Background: an optimization exercise with open tools, aiming at small area and a short achievable clock period. Do not read the settings as production practice.
Function was checked by simulation only, so behaviour that the tests miss may differ from the original.
Power and IR drop assume default switching activity.

garnet:
==> flow/design.v (excerpt) <==
module freqres4 (
    input  wire        clk,
    input  wire        rst,
    input  wire [2:0]  cmd_op,
    input  wire [1:0]  cmd_ch,
    input  wire [7:0]  cmd_arg0,
    input  wire [7:0]  cmd_arg1,
    input  wire [1:0]  cmd_flags,
    output reg         out_valid,
    output reg  [1:0]  out_ch,
    output wire [10:0] out_freq
);
    localparam OP_NOTE   = 3'd1;
    localparam OP_EFFECT = 3'd2;
    localparam OP_USEINS = 3'd3;
    localparam OP_STEP   = 3'd4;
    localparam DIR_UP    = 2'd1;   
    localparam DIR_DOWN  = 2'd2;   
    localparam DIR_PORTA = 2'd3;   
    wire is_note = (cmd_op == OP_NOTE);
    wire is_eff  = (cmd_op == OP_EFFECT);
    wire is_uses = (cmd_op == OP_USEINS);
    wire is_step = (cmd_op == OP_STEP);
    wire e_arp   = is_eff && (cmd_arg1 == 8'h08);
    wire e_slide = is_eff && (cmd_arg1 == 8'h09 || cmd_arg1 == 8'h0A || cmd_arg1 == 8'h0B);
    wire e_vib   = is_eff && (cmd_arg1 == 8'h0C);
    wire e_vdel  = is_eff && (cmd_arg1 == 8'h0D);
    wire e_tune  = is_eff && (cmd_arg1 == 8'h0E);
    wire [6:0]  c_note [0:3];
    wire [10:0] c_cur  [0:3];
    wire [10:0] c_tgt  [0:3];
    wire        c_tv   [0:3];
    wire [1:0]  c_dir  [0:3];
    wire [7:0]  c_spd  [0:3];
    wire [7:0]  c_tune [0:3];
    wire [7:0]  c_arp  [0:3];
    wire [1:0]  c_aph  [0:3];
    wire [7:0]  c_vsx  [0:3];
    wire [7:0]  c_vd   [0:3];
    wire        c_vdm  [0:3];
    wire [7:0]  c_vv   [0:3];
    wire [11:0] c_ip   [0:3];
    wire [3:0] sel = 4'b0001 << cmd_ch;
    wire        w_note, w_cur, w_tv, w_spd, w_tune, w_arp, w_aph;
    wire        w_vsx, w_vd, w_vdm, w_vv, w_ip, w_dir;
    wire [6:0]  d_note;
    wire [10:0] d_cur, d_tgt;
    wire [7:0]  d_spd, d_tune, d_arp, d_vsx, d_vd, d_vv;
    wire [1:0]  d_aph;
    wire        d_vdm;
    wire [11:0] d_ip;
    genvar c;
    generate
        for (c = 0; c < 4; c = c + 1) begin : g_ch
            wire s = sel[c] && !rst;
            fr_channel #(.NOISE(c == 3 ? 1 : 0)) u_ch (
                .clk(clk),
  ...
Size in the first run: roughly 2300 cells after synthesis, about 350 flip-flops, roughly 21000 µm² of cells after synthesis.
export LEC_CHECK = 0
export ABC_AREA = 1
export CAP_MARGIN = 20
export CORE_MARGIN = 2
export CORE_UTILIZATION = 40
export CTS_BUF_LIST = sky130_fd_sc_hd__clkbuf_8
export CTS_CLUSTER_DIAMETER = 80
export CTS_CLUSTER_SIZE = 12
export SLEW_MARGIN = 20
create_clock -name core_clock -period 15.0 [get_ports {clk}]
standard.sh (not shown) runs the stock make flow with config.mk's settings and CLKGATE_MAP_FILE= SYNTH_SCRIPT=/design/flow/synth_recipe.tcl, a recipe that flattens the netlist after the stock synthesis.
==> flow/flow/run.sh <==
#!/bin/bash
# Layout flow: the standard ORFS flow (standard synthesis unchanged),
# with timing repair aimed below the clock period and free cell sizing.
#   SETUP_SLACK_MARGIN    repair_timing keeps working until setup slack
#                         reaches this margin (ns) instead of 0: CTS_MARGIN
#                         for the steps up to clock tree synthesis, then
#                         GRT_MARGIN for the repair after global routing
#   MATCH_CELL_FOOTPRINT  0 lets sizing swap cells of different footprints
#   BUFFER_PORTS_ARGS     port buffers as buf_2 instead of delay cells
# Each make run's full output goes to its own log in the work folder
# (flow_make_cts.log, flow_make_finish.log); ORFS keeps each step's log
# under orfs/logs/.
set -euo pipefail
CTS_MARGIN=8.7
GRT_MARGIN=6.5
COMMON=(MATCH_CELL_FOOTPRINT=0 "BUFFER_PORTS_ARGS=-buffer_cell sky130_fd_sc_hd__buf_2")
bash standard.sh "${COMMON[@]}" SETUP_SLACK_MARGIN=$CTS_MARGIN cts > flow_make_cts.log 2>&1
bash standard.sh "${COMMON[@]}" SETUP_SLACK_MARGIN=$GRT_MARGIN finish > flow_make_finish.log 2>&1
garnet: full flow OK, the timing, design-rule and antenna checks passed
What umber does differently from garnet at the input level:
-- flow/flow/run.sh --
<<< garnet, line 13
set -euo pipefail
CTS_MARGIN=8.7
GRT_MARGIN=6.5
>>> umber, line 13
set -euo pipefail
CTS_MARGIN=8.5
GRT_MARGIN=6.5
- The largest fanout of any net on the critical path in umber sits 4 above the value recorded for garnet.
- Summary of umber over garnet: initial antenna violation count higher; non-clock buffer count shows a reduction of 18; relative contribution of combinational cells to total power shrank by 1.4 points; portion of total power attributed to the clock network now sits higher.
The inputs of amber differ from those of umber as listed below.
-- flow/flow/run.sh --
<<< umber, line 13
set -euo pipefail
CTS_MARGIN=8.5
GRT_MARGIN=6.5
>>> amber, line 13
set -euo pipefail
CTS_MARGIN=8.6
GRT_MARGIN=6.5
Notes after the runs:
- For met1 capacity usage during global routing, amber and umber come out practically identical.
- When the final numbers for umber and amber were put side by side, the combinational share of power turned out to be greater in amber.
- amber: endpoint arrival time on the critical path higher than umber
- amber vs umber on buffers inserted during post-CTS setup optimization: amber is the higher one.
- Latest clock arrival within the worst-skew pair: umber vs amber, no meaningful difference
- Where wire length is concerned, umber is outperformed by amber.
- On number of standard cells in the layout, taps in and fillers out, the lower figure sits with amber, not umber.
- Looking at worst setup path endpoint, the out_freq[9] result is from amber; the out_freq[4] one comes from umber.
- Setup slack of the most critical reg-to-reg path: amber vs umber up 0.19 ns
- Diff umber -> amber | power density over cell area | increase of about 0.4%
- Side by side, clock buffer instance count of the final layout turned out lower in amber than in umber.

---

## job 6067
freqres4, a different RTL version from the one above (not shown whole).
Size in the first run: about 330 flip-flops, roughly 39 I/O pins, ~20000 um2 of cells after synthesis.
==> flow/design.v (excerpt) <==
module freqres4 (
    input  wire        clk,
    input  wire        rst,
    input  wire [2:0]  cmd_op,
    input  wire [1:0]  cmd_ch,
    input  wire [7:0]  cmd_arg0,
    input  wire [7:0]  cmd_arg1,
    input  wire [1:0]  cmd_flags,
    output reg         out_valid,
    output reg  [1:0]  out_ch,
    output wire [10:0] out_freq
);
    localparam OP_NOTE   = 3'd1;
    localparam OP_EFFECT = 3'd2;
    localparam OP_USEINS = 3'd3;
    localparam OP_STEP   = 3'd4;
    localparam DIR_UP    = 2'd1;   
    localparam DIR_DOWN  = 2'd2;   
    localparam DIR_PORTA = 2'd3;   
    wire is_note = (cmd_op == OP_NOTE);
    wire is_eff  = (cmd_op == OP_EFFECT);
    wire is_uses = (cmd_op == OP_USEINS);
    wire is_step = (cmd_op == OP_STEP);
    wire e_arp   = is_eff && (cmd_arg1 == 8'h08);
    wire e_slide = is_eff && (cmd_arg1 == 8'h09 || cmd_arg1 == 8'h0A || cmd_arg1 == 8'h0B);
    wire e_vib   = is_eff && (cmd_arg1 == 8'h0C);
    wire e_vdel  = is_eff && (cmd_arg1 == 8'h0D);
    wire e_tune  = is_eff && (cmd_arg1 == 8'h0E);
    wire [6:0]  c_note [0:3];
    wire [10:0] c_cur  [0:3];
    wire        c_tv   [0:3];
    wire [1:0]  c_dir  [0:3];
    wire [7:0]  c_spd  [0:3];
    wire [7:0]  c_tune [0:3];
    wire [7:0]  c_arp  [0:3];
    wire [1:0]  c_aph  [0:3];
    wire [7:0]  c_vsx  [0:3];
    wire [7:0]  c_vd   [0:3];
    wire [7:0]  c_vdc  [0:3];
    wire [3:0]  c_vt   [0:3];
    wire [1:0]  c_vp   [0:3];
    wire [11:0] c_ip   [0:3];
    wire [3:0] sel = 4'b0001 << cmd_ch;
    wire        w_note, w_cur, w_tv, w_spd, w_tune, w_arp, w_aph;
    wire        w_vsx, w_vd, w_vdc, w_vt, w_vp, w_ip, w_dir;
    wire [6:0]  d_note;
    wire [10:0] d_cur;
    wire [7:0]  d_spd, d_tune, d_arp, d_vsx, d_vd, d_vdc;
    wire [1:0]  d_aph, d_vp;
    wire [3:0]  d_vt;
    wire [11:0] d_ip;
    genvar c;
    generate
        for (c = 0; c < 4; c = c + 1) begin : g_ch
            wire s = sel[c] && !rst;
            fr_channel #(.NOISE(c == 3 ? 1 : 0)) u_ch (
                .clk(clk),
  ...
==> flow/config.mk <==
export PLATFORM = sky130hd
export DESIGN_NAME = freqres4
export DESIGN_NICKNAME = freqres4
export VERILOG_FILES = /design/flow/design.v
export SDC_FILE = /design/flow/constraint.sdc
export NUM_CORES = 4
export LEC_CHECK = 0
export ABC_AREA = 1
export CAP_MARGIN = 20
export CORE_MARGIN = 2
export CORE_UTILIZATION = 40
export SLEW_MARGIN = 20
==> flow/constraint.sdc <==
create_clock -name core_clock -period 15.0 [get_ports {clk}]
set_input_delay 3.0000 -clock core_clock [delete_from_list [all_inputs] [get_ports {clk}]]
set_output_delay 3.0000 -clock core_clock [all_outputs]
set_load 0.01 [all_outputs]
==> flow/flow/run.sh <==
#!/bin/bash
# Layout flow: the standard ORFS flow (standard synthesis unchanged),
# with timing repair aimed below the clock period and free cell sizing.
#   SETUP_SLACK_MARGIN    repair_timing keeps working until setup slack
#                         reaches this margin (ns) instead of 0
#   MATCH_CELL_FOOTPRINT  0 lets sizing swap cells of different footprints
#   BUFFER_PORTS_ARGS     port buffers as buf_2 instead of delay cells
# The full make output goes to flow_make.log in the work folder; ORFS keeps
# each step's log under orfs/logs/.
set -euo pipefail
MARGIN=${FLOW_SETUP_MARGIN:-7.5}
bash standard.sh \
    SETUP_SLACK_MARGIN=$MARGIN \
    MATCH_CELL_FOOTPRINT=0 \
    "BUFFER_PORTS_ARGS=-buffer_cell sky130_fd_sc_hd__buf_2" \
    finish > flow_make.log 2>&1
Here is what was changed in the inputs of job 1561 compared with job 6067.
Settings: an added CTS_CLUSTER_DIAMETER of 120; an added CTS_CLUSTER_SIZE of 20; a change of CORE_UTILIZATION from 40 to 65; an added CTS_BUF_LIST of sky130_fd_sc_hd__clkbuf_16.
--- a/flow/flow/run.sh
+++ b/flow/flow/run.sh
@@ -11 +11 @@
-MARGIN=${FLOW_SETUP_MARGIN:-7.5}
+MARGIN=${FLOW_SETUP_MARGIN:-7.75}
### Flow results
Taking job 6067 as the reference point, the clock group share of total power of job 1561 falls by 7.1 points. Number of nets in the layout (higher): job 1561. In the flow results for job 1561 and job 6067, the proportion of final cell area spent on non-clock buffers is smaller on job 6067. Against job 6067, setup slack in job 1561 came out worse. Compared with job 6067, job 1561 shows effective utilization at floorplan higher by 26 points. Combinational share of power delta for job 1561 relative to job 6067: 7.1 points higher.

afterwards: timing with drivers on the ports:
The flow's constraints put no driver on any port. The routed layouts listed below were extracted and timed again, unchanged, in two steps.
Step 1 sets driving cells, clkbuf_16 on the clock port and buf_2 on the other inputs (assumed; they add their load-dependent delay and slew).
Step 2 times the ports against the registers' clock, not the clock port: input delays grow and output delays shrink by t, the midpoint of the rising clock arrivals with the driver on.
Three values: ideal, step 1, step 2; two values: the first two.
run	t (ns)	setup slack, ns	worst hold slack (ns)	slew at the worst register clock pin (ns)
garnet	0.632	8.234 / 8.182 / 7.960	0.780 / 0.780 / 0.780	0.10 / 0.10
umber	0.625	8.384 / 8.331 / 7.804	0.775 / 0.775 / 0.775	0.09 / 0.09
amber	0.623	8.246 / 8.195 / 7.900	0.780 / 0.780 / 0.780	0.09 / 0.09
job 6067	0.590	7.678 / 7.647 / 7.057	0.725 / 0.725 / 0.725	0.07 / 0.07
job 1561	0.591	7.656 / 7.621 / 7.030	0.708 / 0.708 / 0.708	0.10 / 0.10
After both steps setup and hold are still met in every run listed. The setup slack of job 1561, which loses most, moves by -0.035 ns with the drivers and by -0.626 ns with both steps.
